This is an optimization exercise on Yosys and OpenROAD, whose aim is small area and a short achievable clock period, not a production implementation.
Where RTL was checked, it was by simulation tests only, not by an equivalence proof against the original.
Only the layout flow was run in runs 4 to 8; the RTL was not checked for function there.
In every run shown here, the design's own scripts or RTL, not TritonCTS, make the clock network.
No driver is modelled on the clock port, so clock power and skew are understated where the tree is cut down; a real chip needs a root buffer or a tree.
Power is estimated from default activity; no workload was simulated.

===== flow/design.v =====
module pte_crc8_rom (
    input  wire [7:0] idx,
    output wire [7:0] val
);
  assign val[0] = idx[0] ^ idx[6] ^ idx[7];
  assign val[1] = idx[0] ^ idx[1] ^ idx[6];
  assign val[2] = idx[0] ^ idx[1] ^ idx[2] ^ idx[6];
  assign val[3] = idx[1] ^ idx[2] ^ idx[3] ^ idx[7];
  assign val[4] = idx[2] ^ idx[3] ^ idx[4];
  assign val[5] = idx[3] ^ idx[4] ^ idx[5];
  assign val[6] = idx[4] ^ idx[5] ^ idx[6];
  assign val[7] = idx[5] ^ idx[6] ^ idx[7];
endmodule
module pte_rx (
    input  wire        clk,
    input  wire        rst,             
    input  wire        in_valid,
    input  wire [7:0]  in_byte,
    output reg         res_valid,
    output wire [7:0]  res_code,        
    output wire [15:0] res_data_len,    
    output wire [7:0]  res_opt_len,     
    output wire [2:0]  res_addr_ctl,    
    output wire        res_ext_hdr_valid,
    output wire [7:0]  res_ext_hdr,
    output wire [47:0] res_orig,        
    output wire        res_dest_valid,
    output wire [31:0] res_dest,        
    output wire [1:0]  res_kind,        
    output wire [31:0] res_data,        
    output wire [7:0]  res_subtel,      
    output wire [15:0] res_rssi_dbm     
);
  localparam [7:0] SYNC      = 8'h55;
  localparam [7:0] PT_RADIO  = 8'h0A;
  reg         rv;             
  reg  [7:0]  rb;             
  always @(posedge clk) begin
    rv <= in_valid && !rst;
    rb <= in_byte;
  end
  localparam [2:0] A_WAIT = 3'd0;    
  localparam [2:0] A_LH   = 3'd1;    
  localparam [2:0] A_LL   = 3'd2;    
  localparam [2:0] A_OL   = 3'd3;    
  localparam [2:0] A_PT   = 3'd4;    
  localparam [2:0] A_HC   = 3'd5;    
  localparam [2:0] A_BODY = 3'd6;    
  reg  [2:0]  ast;
  reg  [15:0] data_len;
  reg  [7:0]  opt_len;
  reg  [15:0] cnt;            
  reg         cnt_zero;       
  reg         cnt_one;        
  reg         in_opt;         
  reg  [7:0]  crc;            
  reg         hdr_bad;
  reg         pkt_bad;
  reg         oversize;       
  localparam [3:0] P_HDR  = 4'd0;
  localparam [3:0] P_EXTH = 4'd1;
  localparam [3:0] P_EXTK = 4'd2;
  localparam [3:0] P_ORIG = 4'd3;
  localparam [3:0] P_DEST = 4'd4;
  localparam [3:0] P_DATA = 4'd5;
  localparam [3:0] P_DCRC = 4'd6;
  localparam [3:0] P_SUB  = 4'd7;
  localparam [3:0] P_SIG  = 4'd8;
  localparam [3:0] P_DONE = 4'd9;    
  localparam [3:0] P_E23  = 4'd10;   
  reg  [3:0]  pst;
  reg  [2:0]  fcnt;           
  reg  [2:0]  addr_ctl;
  reg         ext_flag;
  reg  [3:0]  kind_sel;
  reg         dest_valid;
  reg  [7:0]  ext_hdr;
  reg  [47:0] orig;
  reg  [31:0] dest;
  reg  [31:0] data;
  reg  [7:0]  subtel;
  reg  [7:0]  rssi_lo;        
  reg         rssi_neg;       
  reg  [7:0]  dcrc;           
  reg  [4:0]  code;           
  wire [7:0]  crc_next;
  wire [7:0]  dcrc_next;
  pte_crc8_rom u_crc  (.idx(crc  ^ rb), .val(crc_next));
  pte_crc8_rom u_dcrc (.idx(dcrc ^ rb), .val(dcrc_next));
  function automatic [15:0] dec16(input [15:0] x);
    integer i;
    begin
      for (i = 0; i < 16; i = i + 1)
        dec16[i] = x[i] ^ ~(|(x & ((16'd1 << i) - 16'd1)));
    end
  endfunction
  function automatic [7:0] neg8(input [7:0] x);
    integer i;
    begin
      for (i = 0; i < 8; i = i + 1)
        neg8[i] = x[i] ^ (|(x & ((8'd1 << i) - 8'd1)));
    end
  endfunction
  function automatic cout8(input [7:0] a, input [7:0] b);
    integer i;
    reg c;
    begin
      c = 1'b0;
      for (i = 0; i < 8; i = i + 1)
        c = (a[i] & b[i]) | ((a[i] | b[i]) & c);
      cout8 = c;
    end
  endfunction
  wire [7:0]  csa_x = {data_len[7:3] ^ rb[7:3], ~(data_len[2:0] ^ rb[2:0])};
  wire [7:0]  csa_y = {data_len[7:3] & rb[7:3],  (data_len[2:0] | rb[2:0])};
  wire        lo_c  = cout8(csa_x, {csa_y[6:0], 1'b0});
  wire        hi_ff = &data_len[15:8];
  wire        hi_fe = (data_len[15:8] == 8'hFE);
  wire        oversize_in = (hi_ff && (csa_y[7] || lo_c)) || (hi_fe && csa_y[7] && lo_c);
  wire        opt_zero  = (opt_len == 8'd0);
  wire        at_trail  = in_opt ? cnt_one : (cnt_zero && opt_zero);
  wire        cnt_hi0   = (cnt[15:2] == 14'd0);
  wire        in_body   = rv && (ast == A_BODY);
  wire        last_byte = in_body && at_trail;
  wire        discard   = (ast == A_WAIT) || ((ast == A_PT) && oversize);
  wire [2:0]  orig_last = (rb[7:5] == 3'b000) ? 3'd2 :
                          (rb[7:5] == 3'b011) ? 3'd5 : 3'd3;
  wire [2:0]  data_last = (kind_sel == 4'd2) ? 3'd3 : 3'd0;
  wire        fcnt_zero = (fcnt == 3'd0);
  wire        kind_bad  = (kind_sel > 4'd2);
  wire        dl_short  = (data_len[15:3] == 13'd0) && (data_len[2:0] != 3'd7);
  reg  [7:0]  code_next;
  always @(*) begin
    if (hdr_bad)                               code_next = 8'h12;
    else if (pkt_bad)                          code_next = 8'h13;
    else if (dl_short)                         code_next = 8'h20;
    else if (addr_ctl[2])                      code_next = 8'h21;
    else if ((pst == P_DONE) && kind_bad)      code_next = 8'h22;
    else if (pst == P_E23)                     code_next = 8'h23;
    else if (pst != P_DONE)                    code_next = 8'h25;
    else if (crc != rb)                        code_next = 8'h24;
    else                                       code_next = 8'h00;
  end
  assign res_code = {2'b00, code[4:3], 1'b0, code[2:0]};
  always @(posedge clk) begin
    if (rst)
      ast <= A_WAIT;
    else if (rv) begin
      case (ast)
        A_WAIT: if (rb == SYNC) ast <= A_LH;
        A_LH:   ast <= A_LL;
        A_LL:   ast <= A_OL;
        A_OL:   ast <= A_PT;
        A_PT: begin
          if (!oversize)
            ast <= A_HC;
          else if (rb == SYNC)             
            ast <= A_LH;                   
          else
            ast <= A_WAIT;
        end
        A_HC:   ast <= A_BODY;
        A_BODY: if (at_trail) ast <= A_WAIT;
        default: ast <= A_WAIT;
      endcase
    end
  end
  always @(posedge clk) begin
    if (discard)
      crc <= 8'd0;
    else if (rv)
      crc <= crc_next;
  end
  always @(posedge clk) begin
    if (rv) begin
      if (ast == A_LH) data_len[15:8] <= rb;
      if (ast == A_LL) data_len[7:0]  <= rb;
      if (ast == A_OL) opt_len        <= rb;
      if (ast == A_OL) oversize       <= oversize_in;
      if (ast == A_PT) pkt_bad        <= (rb != PT_RADIO);
      if (ast == A_HC) hdr_bad        <= (crc != rb);
      if (last_byte)   code           <= {code_next[5:4], code_next[2:0]};
    end
  end
  always @(posedge clk) begin
    if (rv && ast == A_HC) begin
      cnt      <= data_len;
      cnt_zero <= (data_len == 16'd0);
      in_opt   <= 1'b0;
    end else if (in_body) begin
      if (!in_opt && cnt_zero) begin
        cnt      <= {8'd0, opt_len};
        cnt_one  <= (opt_len == 8'd1);
        in_opt   <= 1'b1;
      end else begin
        cnt      <= dec16(cnt);
        cnt_zero <= cnt_hi0 && (cnt[1:0] == 2'd1);
        cnt_one  <= cnt_hi0 && (cnt[1:0] == 2'd2);
      end
    end
  end
  always @(posedge clk) begin
    if (rst) res_valid <= 1'b0;
    else     res_valid <= last_byte;
  end
  always @(posedge clk) begin
    if (rv && ast == A_HC) begin
      pst  <= P_HDR;
    end else if (in_body) begin
      case (pst)
        P_HDR: begin
          addr_ctl     <= rb[7:5];
          ext_flag     <= rb[4];
          kind_sel     <= rb[3:0];
          dest_valid   <= (rb[7:5] == 3'b010);
          orig[23:0]   <= 24'd0;    
          data[23:0]   <= 24'd0;
          dcrc         <= 8'd0;
          fcnt         <= orig_last;
          if (rb[4])
            pst <= P_EXTH;
          else if (rb[3:0] == 4'hF)
            pst <= P_EXTK;
          else
            pst <= P_ORIG;
        end
        P_EXTH: begin
          ext_hdr <= rb;
          pst     <= (kind_sel == 4'hF) ? P_EXTK : P_ORIG;
        end
        P_EXTK: pst <= P_ORIG;
        P_ORIG: begin
          orig <= {orig[39:0], rb};
          if (fcnt_zero) begin
            fcnt <= dest_valid ? 3'd3 : data_last;
            pst  <= dest_valid ? P_DEST : kind_bad ? P_DONE : P_DATA;
          end else
            fcnt <= fcnt - 3'd1;
        end
        P_DEST: begin
          dest <= {dest[23:0], rb};
          if (fcnt_zero) begin
            fcnt <= data_last;
            pst  <= kind_bad ? P_DONE : P_DATA;
          end else
            fcnt <= fcnt - 3'd1;
        end
        P_DATA: begin
          data <= {data[23:0], rb};
          dcrc <= dcrc_next;
          if (fcnt_zero)
            pst <= P_DCRC;
          else
            fcnt <= fcnt - 3'd1;
        end
        P_DCRC: pst <= (dcrc != rb) ? P_E23 : P_SUB;
        P_SUB: begin
          subtel <= rb;
          pst    <= P_SIG;
        end
        P_SIG: begin
          rssi_lo  <= neg8(rb);
          rssi_neg <= (rb != 8'd0);
          pst      <= P_DONE;
        end
        default: ;
      endcase
    end
  end
  assign res_data_len      = data_len;
  assign res_opt_len       = opt_len;
  assign res_addr_ctl      = addr_ctl;
  assign res_ext_hdr_valid = ext_flag;
  assign res_ext_hdr       = ext_hdr;
  assign res_orig          = orig;
  assign res_dest_valid    = dest_valid;
  assign res_dest          = dest;
  assign res_kind          = kind_sel[1:0];
  assign res_data          = data;
  assign res_subtel        = subtel;
  assign res_rssi_dbm      = {{8{rssi_neg}}, rssi_lo};
endmodule

===== flow/flow/run.sh =====
#!/bin/bash
# Layout: the standard flow (standard synthesis included), with
# - port buffers of the smallest plain buffer instead of the delay buffer
#   that buffer_ports picks by itself;
# - a hand-built two-level clock tree (flow/cts_hook.tcl) in place of
#   TritonCTS's three-level one.
set -euo pipefail
bash standard.sh BUFFER_PORTS_ARGS="-buffer_cell sky130_fd_sc_hd__buf_1" \
  PRE_CTS_TCL="$PWD/flow/cts_hook.tcl" finish > standard_flow.log 2>&1

===== flow/flow/cts_hook.tcl =====
# PRE_CTS hook: build the clock tree by hand (see mycts.tcl) with two buffer
# levels instead of TritonCTS's three, then skip TritonCTS.
source [file join [file dirname [info script]] mycts.tcl]
set nsinks [llength [[[ord::get_db_block] findNet clk] getITerms]]
set nleaf [expr {max(4, ($nsinks + 19) / 20)}]
my_cts $nleaf 4 sky130_fd_sc_hd__clkbuf_16 sky130_fd_sc_hd__clkbuf_16
rename clock_tree_synthesis {}
proc clock_tree_synthesis { args } { puts "clock tree already built by cts_hook.tcl" }
set_propagated_clock [all_clocks]

===== flow/flow/mycts.tcl =====
# Two-level (or one-level) clock tree built by hand: the clock port drives
# NROOT buffers (or NLEAF leaf buffers directly when NROOT is 0); each leaf
# buffer drives one cluster of flip-flop clock pins, clustered by k-means on
# their placed locations.
proc my_cts { nleaf nroot leafcell rootcell } {
  set db [ord::get_db]
  set block [ord::get_db_block]
  set clknet [$block findNet clk]
  set sinks {}
  foreach it [$clknet getITerms] {
    lappend sinks $it
  }
  set n [llength $sinks]
  # sink locations
  set xs {}; set ys {}
  foreach it $sinks {
    set b [[$it getInst] getBBox]
    lappend xs [expr {([$b xMin] + [$b xMax]) / 2.0}]
    lappend ys [expr {([$b yMin] + [$b yMax]) / 2.0}]
  }
  # k-means, seeded along a sorted order
  set order [lsort -indices -real $xs]
  set cx {}; set cy {}
  for {set k 0} {$k < $nleaf} {incr k} {
    set i [lindex $order [expr {int(($k + 0.5) * $n / $nleaf)}]]
    lappend cx [lindex $xs $i]; lappend cy [lindex $ys $i]
  }
  for {set iter 0} {$iter < 50} {incr iter} {
    set asg {}
    for {set i 0} {$i < $n} {incr i} {
      set best 0; set bd 1e30
      for {set k 0} {$k < $nleaf} {incr k} {
        set d [expr {abs([lindex $xs $i] - [lindex $cx $k]) + abs([lindex $ys $i] - [lindex $cy $k])}]
        if {$d < $bd} { set bd $d; set best $k }
      }
      lappend asg $best
    }
    # balance: cap cluster size
    set sx [lrepeat $nleaf 0.0]; set sy [lrepeat $nleaf 0.0]; set sc [lrepeat $nleaf 0]
    for {set i 0} {$i < $n} {incr i} {
      set k [lindex $asg $i]
      lset sx $k [expr {[lindex $sx $k] + [lindex $xs $i]}]
      lset sy $k [expr {[lindex $sy $k] + [lindex $ys $i]}]
      lset sc $k [expr {[lindex $sc $k] + 1}]
    }
    for {set k 0} {$k < $nleaf} {incr k} {
      if {[lindex $sc $k] > 0} {
        lset cx $k [expr {[lindex $sx $k] / [lindex $sc $k]}]
        lset cy $k [expr {[lindex $sy $k] / [lindex $sc $k]}]
      }
    }
  }
  set lm [$db findMaster $leafcell]
  set rm [$db findMaster $rootcell]
  # root buffers
  set drv_nets {}
  if {$nroot > 0} {
    set mx 0.0; set my 0.0
    foreach x $cx y $cy { set mx [expr {$mx + $x}]; set my [expr {$my + $y}] }
    set mx [expr {$mx / $nleaf}]; set my [expr {$my / $nleaf}]
    for {set r 0} {$r < $nroot} {incr r} {
      set inst [odb::dbInst_create $block $rm "clkroot_$r"]
      set net [odb::dbNet_create $block "clknet_root_$r"]
      $net setSigType CLOCK
      [$inst findITerm A] connect $clknet
      [$inst findITerm X] connect $net
      $inst setLocation [expr {int($mx)}] [expr {int($my)}]
      $inst setPlacementStatus PLACED
      lappend drv_nets $net
    }
  } else {
    lappend drv_nets $clknet
  }
  for {set k 0} {$k < $nleaf} {incr k} {
    set inst [odb::dbInst_create $block $lm "clkleaf_$k"]
    set net [odb::dbNet_create $block "clknet_leaf_$k"]
    $net setSigType CLOCK
    [$inst findITerm A] connect [lindex $drv_nets [expr {$k % [llength $drv_nets]}]]
    [$inst findITerm X] connect $net
    $inst setLocation [expr {int([lindex $cx $k])}] [expr {int([lindex $cy $k])}]
    $inst setPlacementStatus PLACED
    for {set i 0} {$i < $n} {incr i} {
      if {[lindex $asg $i] == $k} {
        set it [lindex $sinks $i]
        $it disconnect
        $it connect $net
      }
    }
  }
  $clknet setSigType CLOCK
}

===== flow/standard.sh =====
#!/bin/bash
# synth_recipe.tcl (not shown) runs the flow's synth.tcl, then flattens the netlist and writes it again
# the make line also repeats each setting of config.mk as NAME=value (left out here)
make -C /OpenROAD-flow-scripts/flow DESIGN_CONFIG=/design/flow/config.mk WORK_HOME=/design/flow/orfs CLKGATE_MAP_FILE= SYNTH_SCRIPT=/design/flow/synth_recipe.tcl "${@:-finish}"

===== flow/config.mk =====
export PLATFORM = sky130hd
export DESIGN_NAME = pte_rx
export DESIGN_NICKNAME = pte_rx
export VERILOG_FILES = /design/flow/design.v
export SDC_FILE = /design/flow/constraint.sdc
export NUM_CORES = 4
export LEC_CHECK = 0
export CAP_MARGIN = 20
export CORE_MARGIN = 2
export CORE_UTILIZATION = 70
export PLACE_DENSITY = 0.8
export SETUP_SLACK_MARGIN = 3.0
export SLEW_MARGIN = 20

===== flow/constraint.sdc =====
create_clock -name core_clock -period 5.0 [get_ports {clk}]
set_input_delay 1.0000 -clock core_clock [delete_from_list [all_inputs] [get_ports {clk}]]
set_output_delay 1.0000 -clock core_clock [all_outputs]
set_load 0.01 [all_outputs]

==> flow_summary.ini, run 1 <==
[status]
status = complete, no violations

[global_route]
grt-ovfl-total = 0
grt_pass1_wl_mm = 33.82
grt_usage_pct = 29.63
first_global_vias = 6155
antenna_found_initial = 0
grt_max_degree = 33

[critical_path]
ff2ff_path_depth = 7
rr_startpoint = data_len[6]
worstSetupPathType = flip-flop to flip-flop
slowest_stage = edfxtp_1
arrival_ps = 2360
ff2ff_setup_slack_ps = 2700
critPathMaxStageDelay_ps = 450
r2r-end = oversize
path_delay_family = compound AO/OA/AOI/OAI gates
path_buf_inv = 1
cp.required_ps = 5060
path_cells = buf_4 > ha_4 > a22o_1 > a221oi_1 > a21oi_1 > o2111ai_1 > nand3_1
cp-start-kind = flip-flop
path_max_fanout = 3
cp-end-kind = flip-flop

[route]
routed_wl_mm = 24.81
wl_per_cell_um = 22.89
vias_per_cell = 6.278
antenna_left = 0
num_vias = 6805
drc = 0
drtIter0Drc = 1049
first_pass_iters = 18

[die]
rows = 43
die_h_um = 122.1
die_area_um2 = 14910
core_um2 = 13770
ios = 195
start_util_pct = 70.88
die_w_um = 122.1

[pwr]
power_leakage_uw = 0.004147
totalPowerFinal_uw = 3399
powerDensity_nw_per_um2 = 294.4
peakVddDrop_mv = 0.2533

[min_path]
hold_path_depth = 0
min_from = data[23]
hold_end = data[31]
min_path_type = flip-flop to flip-flop

[logic_synthesis]
synth.cell_area_um2 = 9763
synth-seq-cells = 233
synth_warnings = 1
ys_top_cells_by_area = edfxtp_1, dfxtp_1, ha_1
synthCells = 684
ys_types = 64
synth_top_cell_by_area = edfxtp_1
ys_seq_area_share_pct = 69.00
avgSynthCellArea_um2 = 14.27
synth_edf_count = 207
yosys.area.top_type_share_pct = 63.67
synth_common_cells = edfxtp_1, nor2_1, and3_1
synth_most_common_cell = edfxtp_1
synthFlopType = edfxtp_1
async_flop_share_pct = 0

[clock_tree]
insertion_delay_ps = 320
clk_pin_slew_ps = 90
cts_hold_buf = 0

[sta]
slew_headroom_pct = 34.21
fmax_mhz = 434.3
finalSetupViolations = 0
hold_viol = 0
whs_ps = 417.8
fin_worst_skew_ps = 45.45
period_share_pct = 46.05
finalSetupTns_ps = 0
worst_pin_slew_ps = 979.3
report.final.slew_viol_count = 0
period_minus_slack_ps = 2303
rsz0062_at_grt = true

[cells_and_area]
drive_above_1_share_pct = 14.71
antenna_cells = 0
multiInputGateArea_um2 = 2909
final_nets = 944
fin_area_um2 = 11550
area_delta_synth_final_pct = 18.26
num-fill-cells = 712
seq_area_um2 = 6769

[placed_design]
place_hpwl_mm = 14.85
portBuffers = 191
place_area_um2 = 10570
gp_congestion = 0.8945

[job]
max-cap-violations = 0
-- stage by stage --
step	std cells	worst slack [ps]	utilization (%)
global route	1084	2661	83.83
detailed placement	1023	2050	76.71
finish	1084	2697	83.83
CTS	1050	2853	81.12
floorplan	686	2623	-
global placement	1023	2183	76.71
-- per-layer routing --
metal,wire (µm),share of wire (%),vias up,track usage [%]
met5,0,0,-,0
met2,12750,51,458,51.61
met3,2232,9.0,102,4.588
met4,1127,4.5,0,9.770
met1,8704,35,3306,38.44
li1,-,-,2939,-
-- area by class of cell --
cell class	count	share of cell area, %
sequential	233	58.63
multi-input combinational	390	25.20
timing repair buffer	241	9.850
buffer	16	3.468
tap	180	1.951
inverter	23	0.8453
timing repair inverter	1	0.06502
-- cell families (layout without fill, tap and decap cells) --
kind of cell | count (synthesis) | in the layout | share of synthesized area [%]
AOI/OAI and AO/OA | 89 | 89 | 6.036
and+or+nand+nor | 207 | 211 | 11.69
muxes | 4 | 4 | 0.4357
buffers and inverters | 67 | 281 | 3.511
xor gates and xnor gates | 56 | 56 | 5.831
other | 1 | 3 | 0.03841
DFF | 233 | 233 | 69.00
adders and majority gates | 27 | 27 | 3.460
-- state kept, by name, indices dropped and copies added (netlist names), 16 cells and up --
signal,cells
cnt,16
data_len,16
dest,32
orig,48
data,32
-- cell usage in the layout (no fill, tap or decap), drive strengths merged, types with 21 or more instances in the layout --
master  instances
buf           241
a21oi          21
edfxtp        207
dfxtp          26
ha             27
nand2          34
o21ai          25
and3           49
nor2           50
xnor2          39
-- where the power goes --
group | internal, µW | switching, µW | leakage (µW)
registers | 2100 | 15.1 | 0.00212
logic | 53.1 | 64.2 | 0.00183
clock network | 574 | 597 | 0.000197
-- worst max path at each step --
stage	cells past startpoint	startpoint	to	slack [ps]
final	7	data_len[6]	oversize	2700
after global routing	7	data_len[6]	oversize	2660
after CTS	5	pst[0]	orig[0]	2850
after detailed placement	5	pst[0]	orig[11]	2050
after global placement	5	pst[0]	orig[5]	2180
after floorplan	3	ast[0]	dest[0]	2620
-- repair_timing --
item / 4_1_cts / 5_1_grt
buffers inserted: 7 / 33
resized for setup: 33 / 28
pin swaps: 4 / 1
setup endpoints to repair: 257 / 129
cloned: 4 / 1
==> inputs of run 2 (changes only) <==
--- a/flow/config.mk
+++ b/flow/config.mk
@@ -8,6 +8,6 @@
 export CAP_MARGIN = 20
 export CORE_MARGIN = 2
 export CORE_UTILIZATION = 70
-export PLACE_DENSITY = 0.8
+export PLACE_DENSITY = 0.7
 export SETUP_SLACK_MARGIN = 3.0
 export SLEW_MARGIN = 20
==> run 2 against run 1 <==
- highest routed layer unchanged
- synthesized cell count is the same
- largest power group unchanged
- sequential cell count is the same
- final area shrank 2.1%
- first-iteration DRC count shrank 22%
- die area is the same
- power shrank 0.88%
- clock skew shrank 23 ps
- still clean on timing, DRC and antenna
- sequential power is essentially flat
- setup slack gained 300 ps
- routed wire length shrank 8.1%
- sequential share of layout area grew 1.2 points
- final cell count shrank 2.3%
==> flow_summary.ini, run 2 <==
[status]
status = complete, no violations

[die]
die_w_um = 122.1
core_um2 = 13770
rows = 43
die_h_um = 122.1
start_util_pct = 70.88
die_area_um2 = 14910
ios = 195

[placed_design]
portBuffers = 191
place_hpwl_mm = 14.69
gp_congestion = 0.9559
dp_cells = 1024

[min_path]
hold_path_depth = 0
min_path_type = flip-flop to flip-flop
hold_end = orig[25]
min_from = orig[17]

[global_route]
grt-busiest-layer = met2
use_met3_pct = 4.541
first_global_vias = 6099
grt-ovfl-total = 0
grt_pass1_wl_mm = 34.02
grt_usage_pct = 29.92
use_met2_pct = 51.43
antenna_found_initial = 0
grt_max_degree = 33
grt_use_met1_pct = 40.09

[critical_path]
worstSetupPathType = flip-flop to output port
critPathMaxStageDelay_ps = 500
path_delay_family = flip-flops
slowest_stage = edfxtp_1
cp-start-kind = flip-flop
path_buf_inv = 1
cp-end-kind = output port
r2r-end = code[4]
arrival_ps = 1000
rr_startpoint = pst[3]
cp.required_ps = 4000
ff2ff_setup_slack_ps = 3010
ff2ff_path_depth = 4
path_cells = buf_2
path_depth = 1
path_max_fanout = 8

[logic_synthesis]
synth_common_cells = edfxtp_1, nor2_1, and3_1
synth_warnings = 1
synth_top_cell_by_area = edfxtp_1
synth_edf_count = 207
async_flop_share_pct = 0
avgSynthCellArea_um2 = 14.27
synthFlopType = edfxtp_1
synth_most_common_cell = edfxtp_1
ys_types = 64
synthCells = 684
synth.cell_area_um2 = 9763
ys_seq_area_share_pct = 69.00
synth-seq-cells = 233
ys_top_cells_by_area = edfxtp_1, dfxtp_1, ha_1
yosys.area.top_type_share_pct = 63.67

[cells_and_area]
layout.cells.non_filler = 1059
antenna_cells = 0
drive_above_1_share_pct = 11.83
multiInputGateArea_um2 = 2869
area_delta_synth_final_pct = 15.75
reg_top3 = orig x48, data x32, dest x32
final_nets = 919
seq_area_um2 = 6759
largest_reg_flops = 48
final_common_cell = edfxtp_1
top_register = orig
num-fill-cells = 770
layout_common_cells = edfxtp_1, buf_1, and3_1

[sta]
fin_worst_skew_ps = 22.53
report.final.slew_viol_count = 0
fmax_mhz = 500.3
finalSetupTns_ps = 0
slew_headroom_pct = 33.21
whs_ps = 434.9
rsz0062_at_grt = true
hold_viol = 0
finalSetupViolations = 0
period_share_pct = 39.97
period_minus_slack_ps = 1999
worst_pin_slew_ps = 994.3

[job]
max-cap-violations = 0

[route]
routed_wl_mm = 22.81
vias_per_cell = 6.055
wl_per_cell_um = 21.54
first_pass_iters = 5
antenna_left = 0
num_vias = 6412
drc = 0
drtIter0Drc = 821

[clock_tree]
cts_hold_buf = 0
insertion_delay_ps = 310
clk_pin_slew_ps = 90

[pwr]
swShare_pct = 19.29
p_sw_uw = 650.1
peakVddDrop_mv = 0.2803
p_int_uw = 2719
power_leakage_uw = 0.004008
p_seq_share_pct = 62.6
p_clk_share_pct = 34.1
powerDensity_nw_per_um2 = 298.1
combPwrFrac_pct = 3.3
run 2: cell counts after synthesis:
No cell type changed its count.
run 2: repair_timing:
action                     4_1_cts  5_1_grt
setup endpoints to repair      257      110
setup buffers                    7        8
gates cloned                     4        0
pin swaps                        3        2
resized for setup               32       20
run 2: per-stage QoR:
step / setup WS, ps / power (µW) / area (µm²) / utilization, %
after CTS: 3003 / 3381 / 11150 / 80.97
after floorplan: 2623 / 2229 / 9808 / -
after global routing: 2892 / 3455 / 11300 / 82.05
final: 3001 / 3369 / 11300 / 82.05
after global placement: 2195 / 2254 / 10570 / 76.76
after detailed placement: 2070 / 2258 / 10570 / 76.76
run 2: worst max path at each step:
stage	from	slack (ps)	end
floorplan	ast[0]	2620	dest[0]
detailed placement	pst[0]	2070	orig[23]
finish	rssi_neg	3000	res_rssi_dbm[15]
global route	rb[0]	2890	rssi_neg
global placement	pst[0]	2200	orig[15]
CTS	data_len[5]	3000	res_data_len[5]
run 2: area by class of cell:
| class | count | area share [%] |
|---|---|---|
| plain buffers | 16 | 3.543 |
| repair buffers | 217 | 8.337 |
| well taps | 180 | 1.993 |
| flip-flops and latches | 233 | 59.81 |
| inverters | 23 | 0.8636 |
| repair inverters | 1 | 0.06643 |
| multi-input cells | 389 | 25.39 |
run 2: power groups by stage:
stage	Combinational, µW	Clock [µW]	Sequential [µW]
floorplan	79.8	0	2150
global route	121	1220	2110
detailed placement	104	0	2150
finish	110	1150	2110
global placement	100	0	2150
CTS	108	1160	2110
run 2: logic make-up after synthesis:
kind of cell             Yosys count  synth area share (%)
AND/OR/NAND/NOR                  207                 11.69
other                              1               0.03841
multiplexers                       4                0.4357
adder cells (fa/ha/maj)           27                 3.460
XOR/XNOR                          56                 5.831
buffers and inverters             67                 3.511
AO/OA/AOI/OAI                     89                 6.036
flip-flops                       233                 69.00
run 2: routing by layer:
layer	part of all wire, %	wire length (µm)
met3	9.6	2182
met2	51	11700
met1	36	8273
met4	2.9	655
met5	0	0
==> inputs of run 3 (changes only) <==
--- a/flow/config.mk
+++ b/flow/config.mk
@@ -8,6 +8,6 @@
 export CAP_MARGIN = 20
 export CORE_MARGIN = 2
 export CORE_UTILIZATION = 70
-export PLACE_DENSITY = 0.7
+export GPL_ROUTABILITY_DRIVEN = 0
 export SETUP_SLACK_MARGIN = 3.0
 export SLEW_MARGIN = 20
==> run 3 against run 2 <==
- via count rose by 1.1%
- fmax rose by 0.35%
- final cell count rose by 1.1%
- setup slack improved by 6.9 ps
- register-to-register slack barely moved
- final area rose by 1.6%
- largest power group unchanged
- highest routed layer unchanged
==> flow_summary.ini, run 3 <==
[global_route]
use_met3_pct = 4.775
antenna_found_initial = 0
grt_max_degree = 33
grt_pass1_wl_mm = 33.10
grt-ovfl-total = 0
first_global_vias = 6121
grt_use_met1_pct = 38.07
grt-busiest-layer = met2
use_met2_pct = 50.38
grt_usage_pct = 29.19

[critical_path]
critPathMaxStageDelay_ps = 490
cp.required_ps = 4000
arrival_ps = 990
cp-end-kind = output port
path_max_fanout = 4
path_buf_inv = 1
worstSetupPathType = flip-flop to output port
path_cells = buf_1
cp-start-kind = flip-flop
slowest_stage = edfxtp_1
path_delay_family = flip-flops

[logic_synthesis]
synthSimpleGateAreaFrac_pct = 11.69
synthFlopType = edfxtp_1
synth.cell_area_um2 = 9763
synth_most_common_cell = edfxtp_1
synth_top_cell_by_area = edfxtp_1
synth-seq-cells = 233
avgSynthCellArea_um2 = 14.27
yosys.area.top_type_share_pct = 63.67
synth_edf_count = 207
synth_compound_area_share_pct = 6.036
ys_types = 64
synth_common_cells = edfxtp_1, nor2_1, and3_1
synth_mux_area_share_pct = 0.4357
synth_adder_area_share_pct = 3.460
async_flop_share_pct = 0
synthCells = 684
synth_top_family_by_area = simple AND/OR/NAND/NOR gates
ys_top_cells_by_area = edfxtp_1, dfxtp_1, ha_1
ys_seq_area_share_pct = 69.00
synth-xor-area-share_pct = 5.831
synth_warnings = 1

[cells_and_area]
post-route-util_pct = 83.35
antenna_cells = 0
top_register = orig
final_common_cell = edfxtp_1
final_nets = 931
largest_reg_flops = 48
reg_top3 = orig x48, data x32, dest x32
area_delta_synth_final_pct = 17.58
drive_above_1_share_pct = 13.69
layout_common_cells = edfxtp_1, buf_1, and3_1

[clock_tree]
clk_pin_slew_ps = 100
insertion_delay_ps = 330
cts_hold_buf = 0

[die]
start_util_pct = 70.88
ios = 195
rows = 43
core_um2 = 13770
die_w_um = 122.1
die_h_um = 122.1
die_area_um2 = 14910

[pwr]
p_seq_share_pct = 62.5
totalPowerFinal_uw = 3370
combPwrFrac_pct = 3.8
power_leakage_uw = 0.004124
p_int_uw = 2726
p_clk_share_pct = 33.8
peakVddDrop_mv = 0.2262
swShare_pct = 19.11
powerDensity_nw_per_um2 = 293.5
p_sw_uw = 644.0

[sta]
worst_pin_slew_ps = 734.5
rsz0062_at_grt = true
report.final.slew_viol_count = 0
period_minus_slack_ps = 1992
fin_worst_skew_ps = 42.11
period_share_pct = 39.83
finalSetupViolations = 0
hold_viol = 0
slew_headroom_pct = 50.77
fmax_mhz = 502.1
finalSetupTns_ps = 0

[route]
drc = 0
drtIter0Drc = 1006
first_pass_iters = 5
routed_wl_mm = 22.77
wl_per_cell_um = 21.26
antenna_left = 0
num_vias = 6483
vias_per_cell = 6.053

[status]
status = complete, no violations

[job]
max-cap-violations = 0

[placed_design]
portBuffers = 191
place_hpwl_mm = 14.56

[min_path]
min_path_type = flip-flop to flip-flop
==> run 3: cell counts after synthesis <==
No cell type changed its count.
==> run 3: worst paths after layout <==
| kind | start | to | slack [ps] | cells after the start |
|---|---|---|---|---|
| setup / recovery | data_len[2] | res_data_len[2] | 3010 | 1 |
| setup reg to reg | rb[2] | oversize | 3010 | 8 |
| hold reg to reg | orig[17] | orig[25] | 430 | 0 |
| hold / removal | orig[17] | orig[25] | 430 | 0 |
==> run 3: area by class of cell <==
type	instances	area, µm²
sequential	233	6754
multi-input combinational	389	2934
fill	734	2293
timing repair buffer	229	1062
buffer	16	400.4
tap	180	225.2
inverter	23	96.34
timing repair inverter	1	7.507
==> run 3: through the flow <==
step | cells | area [µm²] | hold WS [ps] | worst slack [ps]
after floorplan | 686 | 9808 | 427.7 | 2623
after global placement | 1026 | 10590 | 427.7 | 2207
after detailed placement | 1026 | 10590 | 431.8 | 2080
after CTS | 1057 | 11200 | 425.2 | 3008
after global routing | 1071 | 11480 | 451.8 | 2981
final | 1071 | 11480 | 428.4 | 3008
==> run 3: metal layers <==
metal / part of all wire, % / vias up
met1: 37 / 3174
met5: 0 / -
met2: 51 / 334
li1: - / 2917
met4: 3.1 / 0
met3: 8.5 / 58
==> run 3: logic make-up (layout without fill, tap and decap cells) <==
kind of cell,after synthesis,in the layout
buf+inv,67,269
flops,233,233
xor+xnor,56,56
simple gates,207,210
mux,4,4
compound gates,89,89
other cells,1,3
fa+ha+maj,27,27
==> run 3: power by group through the flow <==
stage | registers [µW] | logic (µW) | clock network (µW)
after CTS | 2100 | 115 | 1150
after detailed placement | 2150 | 111 | 0
after floorplan | 2150 | 79.8 | 0
final | 2110 | 127 | 1140
after global routing | 2110 | 136 | 1200
after global placement | 2150 | 107 | 0
==> run 3: repair_timing <==
item / in CTS / in global routing
setup endpoints to repair: 261 / 112
buffers inserted: 11 / 14
resized for setup: 30 / 42
pin swaps: 2 / 2
gates cloned: 4 / 0
==> inputs of run 4 (changes only) <==
--- a/flow/design.v
+++ b/flow/design.v
@@ -91,14 +91,14 @@
     integer i;
     begin
       for (i = 0; i < 16; i = i + 1)
-        dec16[i] = x[i] ^ ~(|(x & ((16'd1 << i) - 16'd1)));
+        dec16[i] = ((x & ((16'd1 << i) - 16'd1)) == 16'd0) ? ~x[i] : x[i];
     end
   endfunction
   function automatic [7:0] neg8(input [7:0] x);
     integer i;
     begin
       for (i = 0; i < 8; i = i + 1)
-        neg8[i] = x[i] ^ (|(x & ((8'd1 << i) - 8'd1)));
+        neg8[i] = ((x & ((8'd1 << i) - 8'd1)) != 8'd0) ? ~x[i] : x[i];
     end
   endfunction
   function automatic cout8(input [7:0] a, input [7:0] b);
--- a/flow/config.mk
+++ b/flow/config.mk
@@ -8,6 +8,5 @@
 export CAP_MARGIN = 20
 export CORE_MARGIN = 2
 export CORE_UTILIZATION = 70
-export GPL_ROUTABILITY_DRIVEN = 0
 export SETUP_SLACK_MARGIN = 3.0
 export SLEW_MARGIN = 20
==> run 4 against run 3 <==
- still clean
- core utilization is 3.5 points higher
- register-to-register slack worse by 430 ps
- final area is 0.57% higher
- routed wire length is 18% higher
- global-route usage is 2.3 points higher
- critical path type is now flip-flop to flip-flop
==> flow_summary.ini, run 4 <==
[logic_synthesis]
synth_top_cell_by_area = edfxtp_1
ys_top_cells_by_area = edfxtp_1, dfxtp_1, ha_1
ys_types = 58
async_flop_share_pct = 0
synthFlopType = edfxtp_1
synth-seq-cells = 233
synth_warnings = 1
synth_edf_count = 207
avgSynthCellArea_um2 = 13.95
synth_common_cells = edfxtp_1, nor2_1, nand2_1
yosys.area.top_type_share_pct = 65.03
synth.cell_area_um2 = 9559
ys_seq_area_share_pct = 70.47
synthCells = 685
synth_most_common_cell = edfxtp_1

[critical_path]
path_cells = or4_4 > or3_4 > or2_4 > or3b_4 > o41ai_4
critPathMaxStageDelay_ps = 560
cp-end-kind = flip-flop
cp-start-kind = flip-flop
cp.required_ps = 5120
path_max_fanout = 3
path_buf_inv = 0
worstSetupPathType = flip-flop to flip-flop
slowest_stage = or4_4
arrival_ps = 2540
path_delay_family = simple AND/OR/NAND/NOR gates

[die]
start_util_pct = 71.90
die_w_um = 120.9
die_area_um2 = 14610
die_h_um = 120.9
core_um2 = 13300
ios = 195
rows = 42

[global_route]
first_global_vias = 6318
grt_max_degree = 33
grt-ovfl-total = 0
grt_usage_pct = 31.51
antenna_found_initial = 0
grt_pass1_wl_mm = 35.34

[pwr]
power_leakage_uw = 0.003964
totalPowerFinal_uw = 3423
peakVddDrop_mv = 0.2431
powerDensity_nw_per_um2 = 296.5

[sta]
rsz0062_at_grt = true
fmax_mhz = 413.6
hold_viol = 0
report.final.slew_viol_count = 0
finalSetupTns_ps = 0
whs_ps = 442.7
slew_headroom_pct = 34.29
period_share_pct = 48.35
fin_worst_skew_ps = 33.54
period_minus_slack_ps = 2418
finalSetupViolations = 0
worst_pin_slew_ps = 982.1

[route]
num_vias = 7084
antenna_left = 0
routed_wl_mm = 26.79
drtIter0Drc = 1004
first_pass_iters = 6
drc = 0
wl_per_cell_um = 24.97
vias_per_cell = 6.602

[cells_and_area]
layout.cells.non_filler = 1073
layout_common_cells = edfxtp_1, buf_1, nor2_1
final_nets = 931
final_common_cell = edfxtp_1
antenna_cells = 0
top_register = orig
area_delta_synth_final_pct = 20.77
reg_top3 = orig x48, data x32, dest x32
num-fill-cells = 587
drive_above_1_share_pct = 13.71
largest_reg_flops = 48

[placed_design]
place_hpwl_mm = 14.08
portBuffers = 191
gp_congestion = 0.9248
dp_cells = 1022

[clock_tree]
insertion_delay_ps = 320
cts_hold_buf = 0
clk_pin_slew_ps = 90

[status]
status = complete, no violations

[job]
max-cap-violations = 0

[min_path]
min_path_type = flip-flop to flip-flop
## run 4: changes by cell type in the layout (fill, tap and decap cells not counted), sizes merged, moves of 3 or more
cell,before,now
ha,27,21
xnor2,39,29
and3,49,27
o22ai,1,6
nor2,50,65
and2,3,23
nand4,8,4
o21ai,25,19
o2111ai,3,0
nand2,34,37
or3,4,7
a21oi,21,33
## run 4: kinds of logic (layout without fill, tap and decap cells)
family	after synthesis	after routing	synth area share, %
other	1	3	0.03923
buffers and inverters	65	267	3.063
AOI/OAI and AO/OA	94	95	6.257
muxes	4	4	0.4319
DFF	233	233	70.47
xor gates and xnor gates	47	47	5.052
and+or+nand+nor	220	227	11.94
adders and majority gates	21	21	2.749
## run 4: report_power, final
part	leakage [µW]	internal, µW	switching (µW)
Clock	0.000197	574	600
Sequential	0.00207	2100	14.8
Combinational	0.00170	64.4	73.2
## run 4: final timing paths
check                              start  endpoint  slack [ps]  cells past startpoint
worst min-delay path            data[22]  data[30]         440                      0
worst min register to register  data[22]  data[30]         440                      0
worst max register to register   cnt[10]  cnt_zero        2580                      5
worst max-delay path             cnt[10]  cnt_zero        2580                      5
## run 4: per-layer routing
metal  up-vias  share of wire [%]  global-route usage (%)
li1       2920                  -                       -
met1      3324                 33                   40.63
met2       681                 48                   54.32
met3       159                 13                   5.404
met4         0                6.2                   11.41
met5         -                  0                       0
## run 4: cell type report
cell class,instances,area [µm²],area share (%)
tap,176,220.2,1.907
timing repair buffer,227,1076,9.320
sequential,233,6765,58.60
inverter,24,106.4,0.9212
buffer,16,400.4,3.468
multi-input combinational,397,2977,25.78
## run 4: timing repair
item	CTS	global route
pin swaps	9	10
setup endpoints to repair	255	136
cloned	7	1
buffers inserted	8	19
gates resized for setup	42	51
## run 4: per-stage QoR
stage / util, % / area (µm²) / worst slack [ps]
4_1_cts: 83.47 / 11100 / 2646
3_5_place_dp: 78.38 / 10420 / 2066
5_1_grt: 86.83 / 11540 / 2544
3_3_place_gp: 78.38 / 10420 / 2201
2_1_floorplan: - / 9628 / 2676
6_report: 86.83 / 11540 / 2582
==> inputs of run 5 (changes only) <==
--- a/flow/design.v
+++ b/flow/design.v
@@ -213,8 +213,6 @@
           ext_flag     <= rb[4];
           kind_sel     <= rb[3:0];
           dest_valid   <= (rb[7:5] == 3'b010);
-          orig[23:0]   <= 24'd0;    
-          data[23:0]   <= 24'd0;
           dcrc         <= 8'd0;
           fcnt         <= orig_last;
           if (rb[4])
@@ -230,7 +228,6 @@
         end
         P_EXTK: pst <= P_ORIG;
         P_ORIG: begin
-          orig <= {orig[39:0], rb};
           if (fcnt_zero) begin
             fcnt <= dest_valid ? 3'd3 : data_last;
             pst  <= dest_valid ? P_DEST : kind_bad ? P_DONE : P_DATA;
@@ -246,7 +243,6 @@
             fcnt <= fcnt - 3'd1;
         end
         P_DATA: begin
-          data <= {data[23:0], rb};
           dcrc <= dcrc_next;
           if (fcnt_zero)
             pst <= P_DCRC;
@@ -266,6 +262,16 @@
         default: ;
       endcase
     end
+  end
+  wire        zero_in  = (ast != A_BODY) || (pst == P_HDR);
+  wire [7:0]  zb       = zero_in ? 8'd0 : rb;
+  wire        pre_tel  = rv && ((ast == A_PT) || (ast == A_HC) ||
+                                ((ast == A_BODY) && (pst == P_HDR)));
+  always @(posedge clk) begin
+    if (pre_tel || (in_body && pst == P_ORIG))
+      orig <= {orig[39:0], zb};
+    if (pre_tel || (in_body && pst == P_DATA))
+      data <= {data[23:0], zb};
   end
   assign res_data_len      = data_len;
   assign res_opt_len       = opt_len;
==> run 5 against run 4 <==
- routed wire length is 3.4% higher
- area after synthesis is 1.6% lower
- combinational power is 9% higher
- worst hold slack worse by 25 ps
- global-route usage is 1.1 points higher
- register-to-register slack better by 220 ps
- die area is 1.5% lower
- via count is 2.7% lower
- sequential share of layout area is 0.15 points lower
- highest routed layer unchanged
==> flow_summary.ini, run 5 <==
[logic_synthesis]
synth_most_common_cell = edfxtp_1
synth_warnings = 1
ys_top_cells_by_area = edfxtp_1, dfxtp_1, xnor2_1
avgSynthCellArea_um2 = 14.57
synth_edf_count = 207
synth-seq-cells = 233
ys_types = 62
synth_common_cells = edfxtp_1, nor2_1, nand2_1
synthFlopType = edfxtp_1
yosys.area.top_type_share_pct = 66.06
async_flop_share_pct = 0
ys_seq_area_share_pct = 71.60
synthCells = 646
synth_top_cell_by_area = edfxtp_1
synth.cell_area_um2 = 9409

[sta]
hold_viol = 0
finalSetupTns_ps = 0
worst_pin_slew_ps = 975.5
report.final.slew_viol_count = 0
period_share_pct = 44.04
rsz0062_at_grt = true
fmax_mhz = 454.1
fin_worst_skew_ps = 48.26
slew_headroom_pct = 34.73
finalSetupViolations = 0
period_minus_slack_ps = 2202

[cells_and_area]
top_register = orig
antenna_cells = 0
area_delta_synth_final_pct = 23.03
num-fill-cells = 514
final_common_cell = edfxtp_1
largest_reg_flops = 48
seq_area_um2 = 6766
layout_common_cells = edfxtp_1, buf_1, nor2_1
final_nets = 914
drive_above_1_share_pct = 17.84
reg_top3 = orig x48, data x32, dest x32
multiInputGateArea_um2 = 2869

[route]
vias_per_cell = 6.530
num_vias = 6896
wl_per_cell_um = 26.24
drtIter0Drc = 933
routed_wl_mm = 27.71
antenna_left = 0
drc = 0
first_pass_iters = 5

[pwr]
powerDensity_nw_per_um2 = 297.6
combPwrFrac_pct = 4.4
power_leakage_uw = 0.003872
p_seq_share_pct = 61.4
peakVddDrop_mv = 0.2489
p_clk_share_pct = 34.3
swShare_pct = 20.32
totalPowerFinal_uw = 3445
p_sw_uw = 700.0
p_int_uw = 2745

[global_route]
first_global_vias = 6095
grt_max_degree = 49
grt_pass1_wl_mm = 35.67
grt-ovfl-total = 0
antenna_found_initial = 0
grt_usage_pct = 32.63

[die]
die_h_um = 119.9
die_area_um2 = 14380
core_um2 = 13190
start_util_pct = 71.33
rows = 42
ios = 195
die_w_um = 119.9

[critical_path]
crit_top_cell = buf_4
path_delay_family = simple AND/OR/NAND/NOR gates
path_buf_inv = 2
cp-end-kind = flip-flop
arrival_ps = 2360
slowest_stage = edfxtp_1
rr_startpoint = data_len[5]
critPathMaxStageDelay_ps = 540
path_max_fanout = 3
ff2ff_path_depth = 6
worstSetupPathType = flip-flop to flip-flop
ff2ff_setup_slack_ps = 2800
cp-start-kind = flip-flop
path_cells = buf_4 > buf_4 > nor4_2 > nand4_1 > or4_1 > o21ai_1
cp.required_ps = 5160
r2r-end = cnt_zero

[min_path]
hold_end = dest[28]
min_path_type = flip-flop to flip-flop
hold_path_depth = 0
min_from = dest[20]

[clock_tree]
cts_hold_buf = 0
insertion_delay_ps = 340
clk_pin_slew_ps = 120

[placed_design]
gp_congestion = 0.9160
place_hpwl_mm = 15.37
portBuffers = 191

[job]
max-cap-violations = 0

[status]
status = complete, no violations
==> run 5: cell types whose count changed in the layout (fill, tap and decap cells not counted), sizes merged, moves of 4 or more <==
cell	change
nor2	-7
or2	-4
a211oi	-4
and2	-13
buf	+19
inv	-4
or3	-4
xnor2	+4
and3	-25
a21boi	+4
==> run 5: worst max path at each step <==
stage / start / end / slack (ps) / cells after the start
finish: data_len[5] / cnt_zero / 2800 / 6
CTS: pst[3] / data[6] / 2880 / 3
detailed placement: ast[1] / data[28] / 1870 / 3
floorplan: ast[0] / dest[0] / 2630 / 4
global placement: ast[1] / data[28] / 1960 / 3
global route: data_len[5] / cnt_zero / 2710 / 6
==> run 5: power by group through the flow <==
stage	sequential [µW]	combinational, µW	clock [µW]
after floorplan	2150	89.7	0
after global placement	2160	110	0
after detailed placement	2160	113	0
after CTS	2110	126	1150
after global routing	2120	161	1240
final	2110	150	1180
==> run 5: timing repair <==
| action | CTS | global route |
|---|---|---|
| buffers inserted | 17 | 30 |
| pin swaps | 6 | 13 |
| gates resized for setup | 62 | 48 |
| endpoints found under the setup margin | 210 | 113 |
| gates cloned | 1 | 2 |
==> run 5: cell families after synthesis <==
logic type,synth area share (%)
AOI/OAI and AO/OA,7.021
and+or+nand+nor,10.00
other,0.03986
DFF,71.60
buffers and inverters,2.806
muxes,0.4388
adders and majority gates,2.793
xor gates and xnor gates,5.306
==> run 5: stage by stage <==
stage | util, % | std cells | hold slack, ps | setup slack (ps) | cell area (µm²)
after detailed placement | 78.00 | 990 | 432.6 | 1866 | 10290
final | 87.76 | 1056 | 417.5 | 2798 | 11580
after global placement | 78.00 | 990 | 428.7 | 1964 | 10290
after CTS | 84.05 | 1024 | 436.4 | 2882 | 11090
after floorplan | - | 648 | 472.0 | 2630 | 9519
after global routing | 87.76 | 1056 | 429.2 | 2709 | 11580
==> run 5: final cells by class <==
| type | instances | share of cell area [%] |
|---|---|---|
| buffer | 16 | 3.459 |
| inverter | 19 | 0.6809 |
| multi-input combinational | 364 | 24.78 |
| sequential | 233 | 58.45 |
| tap | 176 | 1.902 |
| timing repair buffer | 248 | 10.72 |
==> run 5: routing by layer <==
| layer | GRT usage [%] | wire length (µm) | vias to the layer above |
|---|---|---|---|
| li1 | - | - | 2846 |
| met1 | 42.26 | 9200 | 3272 |
| met2 | 57.03 | 13780 | 636 |
| met3 | 5.608 | 3128 | 142 |
| met4 | 9.706 | 1600 | 0 |
| met5 | 0 | 0 | - |
==> inputs of run 6 (changes only) <==
--- a/flow/config.mk
+++ b/flow/config.mk
@@ -8,5 +8,5 @@
 export CAP_MARGIN = 20
 export CORE_MARGIN = 2
 export CORE_UTILIZATION = 70
-export SETUP_SLACK_MARGIN = 3.0
+export SETUP_SLACK_MARGIN = 2.9
 export SLEW_MARGIN = 20
==> run 6 against run 5 <==
- still clean
- first-iteration DRC count fell by 7.4%
- clock skew decreased by 9.9 ps
- combinational power is 13% lower
- via count down 4.6%
- global-route usage rose by 0.80 points
- worst hold slack gained 20 ps
- clock power about the same
- final cell count shrank 2.6%
- register-to-register slack better by 60 ps
- area after synthesis is the same
- setup slack better by 56 ps
- synthesized cell count stayed put
- critical path type unchanged
==> flow_summary.ini, run 6 <==
[logic_synthesis]
synth.cell_area_um2 = 9409
synth-xor-area-share_pct = 5.306
synth_most_common_cell = edfxtp_1
synth_mux_area_share_pct = 0.4388
synthSimpleGateAreaFrac_pct = 10.00
synth-seq-cells = 233
ys_types = 62
yosys.area.top_type_share_pct = 66.06
synth_warnings = 1
synthCells = 646
ys_seq_area_share_pct = 71.60
synth_top_family_by_area = simple AND/OR/NAND/NOR gates
synth_adder_area_share_pct = 2.793
synth_edf_count = 207
ys_top_cells_by_area = edfxtp_1, dfxtp_1, xnor2_1
synth_top_cell_by_area = edfxtp_1
avgSynthCellArea_um2 = 14.57
synthFlopType = edfxtp_1
async_flop_share_pct = 0
synth_compound_area_share_pct = 7.021
synth_common_cells = edfxtp_1, nor2_1, nand2_1

[pwr]
peakVddDrop_mv = 0.1661
combPwrFrac_pct = 3.8
p_int_uw = 2731
p_seq_share_pct = 62.0
p_sw_uw = 683.3
swShare_pct = 20.01
power_leakage_uw = 0.003672
p_clk_share_pct = 34.2
powerDensity_nw_per_um2 = 305.7

[clock_tree]
clk_pin_slew_ps = 90
cts_hold_buf = 0
insertion_delay_ps = 320

[placed_design]
gp_congestion = 0.9688
place_ws_ps = 1944
place_hpwl_mm = 15.49
portBuffers = 191

[cells_and_area]
top_register = orig
final_common_cell = edfxtp_1
drive_above_1_share_pct = 13.48
reg_top3 = orig x48, data x32, dest x32
final_nets = 887
antenna_cells = 0
area_delta_synth_final_pct = 18.71
layout_common_cells = edfxtp_1, buf_1, nor2_1
largest_reg_flops = 48
post-route-util_pct = 84.68

[global_route]
grt_pass1_wl_mm = 36.25
first_global_vias = 6031
grt_max_degree = 49
grt_usage_pct = 33.43
antenna_found_initial = 0
grt-ovfl-total = 0

[route]
vias_per_cell = 6.392
routed_wl_mm = 25.30
drtIter0Drc = 864
num_vias = 6577
drc = 0
wl_per_cell_um = 24.59
first_pass_iters = 6
antenna_left = 0

[critical_path]
r2r-end = cnt[12]
cp-start-kind = flip-flop
cp-end-kind = flip-flop
path_buf_inv = 0
path_delay_family = simple AND/OR/NAND/NOR gates
ff2ff_path_depth = 5
worstSetupPathType = flip-flop to flip-flop
cp.required_ps = 5020
path_max_fanout = 8
path_cells = or3_4 > or4_4 > nor3_4 > o21ai_4 > a21oi_2
arrival_ps = 2160
rr_startpoint = cnt[4]
slowest_stage = edfxtp_1
ff2ff_setup_slack_ps = 2850
critPathMaxStageDelay_ps = 470

[sta]
hold_viol = 0
report.final.slew_viol_count = 0
period_share_pct = 42.91
slew_headroom_pct = 41.42
period_minus_slack_ps = 2146
fmax_mhz = 466.1
fin_worst_skew_ps = 38.38
finalSetupViolations = 0
rsz0062_at_grt = true
fin_ws_ps = 2854
finalSetupTns_ps = 0
worst_pin_slew_ps = 875.5

[die]
die_h_um = 119.9
ios = 195
start_util_pct = 71.33
rows = 42
die_area_um2 = 14380
die_w_um = 119.9
core_um2 = 13190

[job]
max-cap-violations = 0

[status]
status = complete, no violations

[min_path]
hold_end = orig[10]
min_path_type = flip-flop to flip-flop
hold_path_depth = 0
min_from = orig[2]
-- run 6: layout make-up --
| class | count | area, µm² |
|---|---|---|
| multi-input combinational | 364 | 2718 |
| buffer | 16 | 400.4 |
| sequential | 233 | 6774 |
| inverter | 19 | 76.32 |
| tap | 176 | 220.2 |
| timing repair buffer | 221 | 980.9 |
| fill | 639 | 2021 |
-- run 6: cell families (layout without fill, tap and decap cells) --
family                   after synthesis  count (layout)
buffers and inverters                 54             256
AO/OA/AOI/OAI                        103             106
other                                  1               3
AND/OR/NAND/NOR                      182             182
flip-flops                           233             233
multiplexers                           4               4
adder cells (fa/ha/maj)               21              21
XOR/XNOR                              48              48
-- run 6: power by group through the flow --
stage	clock [µW]	combinational, µW	sequential, µW
6_report	1170	130	2120
5_1_grt	1230	139	2120
4_1_cts	1150	118	2120
3_5_place_dp	0	108	2160
3_3_place_gp	0	104	2160
2_1_floorplan	0	89.1	2150
-- run 6: worst max path at each step --
| stage | depth (start not counted) | end | start |
|---|---|---|---|
| global placement | 3 | data[25] | ast[1] |
| global route | 8 | code[4] | rb[2] |
| floorplan | 4 | dest[0] | ast[0] |
| CTS | 3 | data[15] | pst[3] |
| finish | 5 | cnt[12] | cnt[4] |
| detailed placement | 3 | data[25] | ast[1] |
-- run 6: per-layer routing --
metal  global-route usage, %  vias to the layer above  part of all wire (%)  wire, µm
met4                   10.51                        0                   4.0      1000
met2                   58.42                      518                    51     12850
met5                       0                        -                     0         0
met1                   43.88                     3179                    34      8693
met3                   4.610                       88                    11      2754
li1                        -                     2792                     -         -
-- run 6: per-stage QoR --
stage | cells | power (µW) | area (µm²) | hold WS (ps)
6_report | 1029 | 3415 | 11170 | 437.3
3_5_place_dp | 990 | 2272 | 10290 | 430.3
4_1_cts | 1019 | 3390 | 10940 | 436.1
3_3_place_gp | 990 | 2267 | 10290 | 427.8
2_1_floorplan | 648 | 2240 | 9498 | 472.0
5_1_grt | 1029 | 3483 | 11170 | 453.6
-- run 6: repair_timing --
item                                    in CTS  in global routing
pin swaps                                    4                  4
buffers inserted                            12                  8
cloned                                       1                  2
endpoints found under the setup margin     153                157
gates resized for setup                     40                 36
==> inputs of run 7 (changes only) <==
--- a/flow/design.v
+++ b/flow/design.v
@@ -91,14 +91,14 @@
     integer i;
     begin
       for (i = 0; i < 16; i = i + 1)
-        dec16[i] = ((x & ((16'd1 << i) - 16'd1)) == 16'd0) ? ~x[i] : x[i];
+        dec16[i] = x[i] ^ ~(|(x & ((16'd1 << i) - 16'd1)));
     end
   endfunction
   function automatic [7:0] neg8(input [7:0] x);
     integer i;
     begin
       for (i = 0; i < 8; i = i + 1)
-        neg8[i] = ((x & ((8'd1 << i) - 8'd1)) != 8'd0) ? ~x[i] : x[i];
+        neg8[i] = x[i] ^ (|(x & ((8'd1 << i) - 8'd1)));
     end
   endfunction
   function automatic cout8(input [7:0] a, input [7:0] b);
==> run 7 against run 6 <==
- sequential share of layout area decreased by 0.52 points
- setup slack got worse by 73 ps
- first-iteration DRC count increased by 7.3%
- sequential power about the same
- die area increased by 0.95%
- clock power about the same
- clock skew decreased by 12 ps
- critical path type unchanged
==> flow_summary.ini, run 7 <==
[cells_and_area]
top_register = orig
final_nets = 896
drive_above_1_share_pct = 12.50
area_delta_synth_final_pct = 18.59
layout.cells.non_filler = 1032
layout_common_cells = edfxtp_1, buf_1, nor2_1
final_common_cell = edfxtp_1
num-fill-cells = 615
reg_top3 = orig x48, data x32, dest x32
largest_reg_flops = 48
antenna_cells = 0

[die]
start_util_pct = 71.75
die_w_um = 120.5
ios = 195
core_um2 = 13240
die_area_um2 = 14520
rows = 42
die_h_um = 120.5

[route]
num_vias = 6575
drtIter0Drc = 927
drc = 0
first_pass_iters = 6
antenna_left = 0
wl_per_cell_um = 23.65
vias_per_cell = 6.371
routed_wl_mm = 24.41

[sta]
slew_headroom_pct = 51.15
fin_worst_skew_ps = 26.85
report.final.slew_viol_count = 0
finalSetupViolations = 0
hold_viol = 0
rsz0062_at_grt = true
period_share_pct = 44.38
period_minus_slack_ps = 2219
fmax_mhz = 450.7
worst_pin_slew_ps = 730.0
finalSetupTns_ps = 0

[critical_path]
ff2ff_path_depth = 6
slowest_stage = a222oi_1
path_cells = ha_4 > a222oi_1 > a22o_1 > a31oi_1 > maj3_2 > nor3b_1
critPathMaxStageDelay_ps = 470
cp-end-kind = flip-flop
cp.required_ps = 5050
worstSetupPathType = flip-flop to flip-flop
r2r-end = oversize
cp-start-kind = flip-flop
ff2ff_setup_slack_ps = 2780
arrival_ps = 2270
cp-startpoint = data_len[7]
path_max_fanout = 2
rr_startpoint = data_len[7]

[logic_synthesis]
synth_most_common_cell = edfxtp_1
avgSynthCellArea_um2 = 14.62
synth_top_cell_by_area = edfxtp_1
ys_types = 69
ys_top_cells_by_area = edfxtp_1, dfxtp_1, xnor2_1
synth-seq-cells = 233
synth_edf_count = 207
async_flop_share_pct = 0
synthFlopType = edfxtp_1
synthCells = 650
synth.cell_area_um2 = 9502
yosys.area.top_type_share_pct = 65.42
synth_common_cells = edfxtp_1, nor2_1, xnor2_1
synth_warnings = 1
ys_seq_area_share_pct = 70.90

[pwr]
totalPowerFinal_uw = 3366
power_leakage_uw = 0.003794
peakVddDrop_mv = 0.2800
powerDensity_nw_per_um2 = 298.7

[min_path]
hold_end = subtel[3]
hold_path_depth = 0
min_path_type = flip-flop to flip-flop
min_from = rb[3]

[global_route]
grt_usage_pct = 32.42
grt-ovfl-total = 0
grt_max_degree = 33
first_global_vias = 6233
antenna_found_initial = 0
grt_pass1_wl_mm = 35.82

[clock_tree]
cts_hold_buf = 0
insertion_delay_ps = 310
clk_pin_slew_ps = 80

[job]
max-cap-violations = 0

[status]
status = complete, no violations

[placed_design]
place_hpwl_mm = 14.87
gp_congestion = 0.8392
portBuffers = 191
dp_cells = 989
## run 7: layer usage
| metal | vias up | GRT usage, % | wire length [µm] |
|---|---|---|---|
| met4 | 0 | 7.267 | 649 |
| met2 | 494 | 56.43 | 12580 |
| met3 | 76 | 5.236 | 2532 |
| li1 | 2796 | - | - |
| met1 | 3209 | 43.70 | 8651 |
| met5 | - | 0 | 0 |
## run 7: area by class of cell
class / count / area, µm² / area share, %
repair buffers: 221 / 1008 / 8.950
multi-input cells: 364 / 2773 / 24.61
inverters: 22 / 91.34 / 0.8106
flip-flops and latches: 233 / 6775 / 60.13
plain buffers: 16 / 400.4 / 3.553
well taps: 176 / 220.2 / 1.954
## run 7: report_power, final
group / total (µW) / switching (µW) / internal, µW
registers: 2110 / 13.0 / 2100
logic: 119 / 64.5 / 54.9
clock network: 1140 / 565 / 573
## run 7: repair_timing
action | 4_1_cts | 5_1_grt
endpoints found under the setup margin | 203 | 146
pin swaps | 7 | 3
buffers inserted | 21 | 2
gates resized for setup | 35 | 26
gates cloned | 3 | 1
## run 7: cell families (layout without fill, tap and decap cells)
logic type | count (synthesis) | count (layout) | synth area share, %
DFF | 233 | 233 | 70.90
and+or+nand+nor | 175 | 175 | 9.297
AOI/OAI and AO/OA | 96 | 98 | 6.953
xor gates and xnor gates | 57 | 57 | 6.005
buffers and inverters | 57 | 259 | 2.818
adders and majority gates | 28 | 28 | 3.661
muxes | 3 | 3 | 0.3292
other | 1 | 3 | 0.03947
## run 7: through the flow
step           instance area (µm²)  setup WS [ps]  util (%)  hold slack, ps
2_1_floorplan                 9570           2304         -           472.0
6_report                     11270           2781     85.09           444.2
4_1_cts                      11110           2833     83.91           443.3
3_5_place_dp                 10370           1835     78.33           426.3
3_3_place_gp                 10370           2034     78.33           416.4
5_1_grt                      11270           2807     85.09           451.1
## run 7: worst max path at each step
stage,endpoint,slack (ps),depth (start not counted)
6_report,oversize,2780,6
5_1_grt,oversize,2810,6
4_1_cts,orig[12],2830,3
3_5_place_dp,data[29],1830,4
3_3_place_gp,data[7],2030,4
2_1_floorplan,orig[0],2300,5
## run 7: worst max-delay path: cells and delay by family, from the launching register on
kind / cells / cell delay (ps)
AOI/OAI and AO/OA: 3 / 770
adders and majority gates: 2 / 600
DFF: 1 / 450
and+or+nand+nor: 1 / 140
==> inputs of run 8 (changes only) <==
--- a/flow/config.mk
+++ b/flow/config.mk
@@ -8,5 +8,5 @@
 export CAP_MARGIN = 20
 export CORE_MARGIN = 2
 export CORE_UTILIZATION = 70
-export SETUP_SLACK_MARGIN = 2.9
+export SETUP_SLACK_MARGIN = 3.0
 export SLEW_MARGIN = 20
==> run 8 against run 7 <==
- register-to-register slack worse by 240 ps
- global-route usage up 2.0 points
- sequential cell count unchanged
- synthesized cell count unchanged
- highest routed layer unchanged
- fmax down 9.7%
- largest cell class unchanged
==> flow_summary.ini, run 8 <==
[die]
core_um2 = 13240
ios = 195
die_h_um = 120.5
rows = 42
die_w_um = 120.5
start_util_pct = 71.75
die_area_um2 = 14520

[route]
vias_per_cell = 6.748
drtIter0Drc = 1239
routed_wl_mm = 29.39
first_pass_iters = 6
antenna_left = 0
num_vias = 7160
drc = 0
wl_per_cell_um = 27.70

[min_path]
min_path_type = flip-flop to flip-flop

[sta]
finalSetupTns_ps = 0
slew_headroom_pct = 43.95
fin_worst_skew_ps = 36.16
period_minus_slack_ps = 2456
rsz0062_at_grt = true
fmax_mhz = 407.2
finalSetupViolations = 0
hold_viol = 0
report.final.slew_viol_count = 0
period_share_pct = 49.12
worst_pin_slew_ps = 837.6

[logic_synthesis]
synth.cell_area_um2 = 9502
synth-seq-cells = 233
synth_warnings = 1
ys_top_cells_by_area = edfxtp_1, dfxtp_1, xnor2_1
synth_common_cells = edfxtp_1, nor2_1, xnor2_1
synth_top_cell_by_area = edfxtp_1
async_flop_share_pct = 0
synth_most_common_cell = edfxtp_1
avgSynthCellArea_um2 = 14.62
synthFlopType = edfxtp_1
yosys.area.top_type_share_pct = 65.42
ys_types = 69
ys_seq_area_share_pct = 70.90
synth_edf_count = 207
synthCells = 650

[critical_path]
cp-end-kind = flip-flop
cp.required_ps = 5040
worstSetupPathType = flip-flop to flip-flop
path_max_fanout = 4
cp-start-kind = flip-flop
arrival_ps = 2500

[cells_and_area]
top_register = orig
final_nets = 925
final_common_cell = edfxtp_1
drive_above_1_share_pct = 18.08
area_delta_synth_final_pct = 23.82
layout_common_cells = edfxtp_1, buf_1, nor2_1
post-route-util_pct = 88.84
reg_top3 = orig x48, data x32, dest x32
antenna_cells = 0
largest_reg_flops = 48

[pwr]
combPwrFrac_pct = 4.1
p_int_uw = 2736
peakVddDrop_mv = 0.2652
p_clk_share_pct = 33.9
powerDensity_nw_per_um2 = 289.5
power_leakage_uw = 0.004023
p_seq_share_pct = 62.0
p_sw_uw = 669.4
swShare_pct = 19.66

[global_route]
grt_max_degree = 33
first_global_vias = 6495
grt_pass1_wl_mm = 37.45
antenna_found_initial = 0
grt_usage_pct = 34.41
grt-ovfl-total = 0

[placed_design]
place_hpwl_mm = 15.33
gp_congestion = 0.8476
portBuffers = 191

[status]
status = complete, no violations

[clock_tree]
clk_pin_slew_ps = 100
cts_hold_buf = 0
insertion_delay_ps = 320

[job]
max-cap-violations = 0
[run 8: cell counts after synthesis]
No cell type changed its count.
[run 8: critical path, cell delays in order (launching register included)]
cell and delay [ps]:
edfxtp_1 470, inv_1 150, ha_2 300, nor3b_1 390
ha_1 240, xnor2_1 170, nor2_1 80, a21oi_1 240
o21ai_0 140
[run 8: cells by family (layout without fill, tap and decap cells)]
family                     after synthesis  after routing  share of synthesized area, %
DFF                                    233            233                         70.90
xor gates and xnor gates                57             57                         6.005
other                                    1              3                       0.03947
adders and majority gates               28             28                         3.661
and+or+nand+nor                        175            175                         9.297
AOI/OAI and AO/OA                       96             98                         6.953
muxes                                    3              3                        0.3292
buffers and inverters                   57            288                         2.818
[run 8: final timing paths]
| check | startpoint | to | slack (ps) | cells after the start |
|---|---|---|---|---|
| worst max-delay path | cnt[0] | cnt[5] | 2540 | 8 |
| worst max register to register | cnt[0] | cnt[5] | 2540 | 8 |
| worst min register to register | dest[13] | dest[21] | 440 | 0 |
| worst min-delay path | dest[13] | dest[21] | 440 | 0 |
[run 8: layout make-up]
class	count	area, µm²
Multi-Input combinational cell	364	2943
Buffer	16	400.4
Sequential cell	233	6766
Tap cell	176	220.2
Timing Repair Buffer	250	1340
Inverter	22	95.09
Fill cell	518	1478
[run 8: layer usage]
metal / vias up / global-route usage (%) / part of all wire (%)
li1: 2861 / - / -
met1: 3387 / 41.88 / 32
met2: 719 / 60.31 / 49
met3: 193 / 6.462 / 12
met4: 0 / 15.04 / 7.3
met5: - / 0 / 0
[run 8: repair_timing]
| action | 4_1_cts | 5_1_grt |
|---|---|---|
| endpoints found under the setup margin | 220 | 181 |
| pin swaps | 9 | 22 |
| setup buffers | 25 | 23 |
| resized for setup | 59 | 60 |
| gates cloned | 3 | 1 |
| endpoints found under the hold margin | 0 | 0 |
[run 8: stage by stage]
step                setup WS [ps]  power [µW]  instance area, µm²  std cells  hold slack [ps]
floorplan                    2304        2226                9574        652            472.0
global placement             2061        2253               10400        993            426.3
detailed placement           1881        2257               10400        993            431.8
CTS                          2877        3373               11310       1037            439.2
global route                 2586        3460               11770       1061            452.4
finish                       2544        3406               11770       1061            444.5
[run 8: power groups by stage]
stage                     clock [µW]  combinational, µW  sequential, µW
after floorplan                    0               76.6            2150
after global placement             0               98.8            2150
after detailed placement           0                103            2150
after CTS                       1140                119            2110
after global routing            1200                147            2110
final                           1160                139            2110

==> what the ideal ports hide <==
The flow's constraints put no driver on any port. The routed layouts listed below were extracted and timed again, unchanged, in two steps. Step 1 (the two cells are an assumption about what drives the block):
set clk [get_ports {clk}]
set_driving_cell -lib_cell sky130_fd_sc_hd__clkbuf_16 $clk
set_driving_cell -lib_cell sky130_fd_sc_hd__buf_2 [delete_from_list [all_inputs] $clk]
Step 2 also shifts input and output timing later by t, the mid clock arrival at the registers, as if the neighbouring blocks saw the same clock. Slacks: ideal / step 1 / step 2; pairs: ideal / step 1.
run | shift t [ns] | setup WS [ns] | worst setup path at the end | worst data-port slew with drivers (ns)
run 1 | 0.378 | 2.697 / 2.697 / 2.697 | register to register | 0.05
run 2 | 0.378 | 3.001 / 2.927 / 3.014 | register to register | 0.04
run 3 | 0.374 | 3.008 / 2.939 / 3.012 | register to register | 0.04
run 4 | 0.378 | 2.582 / 2.582 / 2.582 | register to register | 0.05
run 5 | 0.392 | 2.798 / 2.798 / 2.798 | register to register | 0.06
run 6 | 0.387 | 2.854 / 2.844 / 2.854 | register to register | 0.06
run 7 | 0.373 | 2.781 / 2.781 / 2.781 | register to register | 0.04
run 8 | 0.374 | 2.544 / 2.544 / 2.544 | register to register | 0.06
After both steps setup and hold are still met in every run listed.
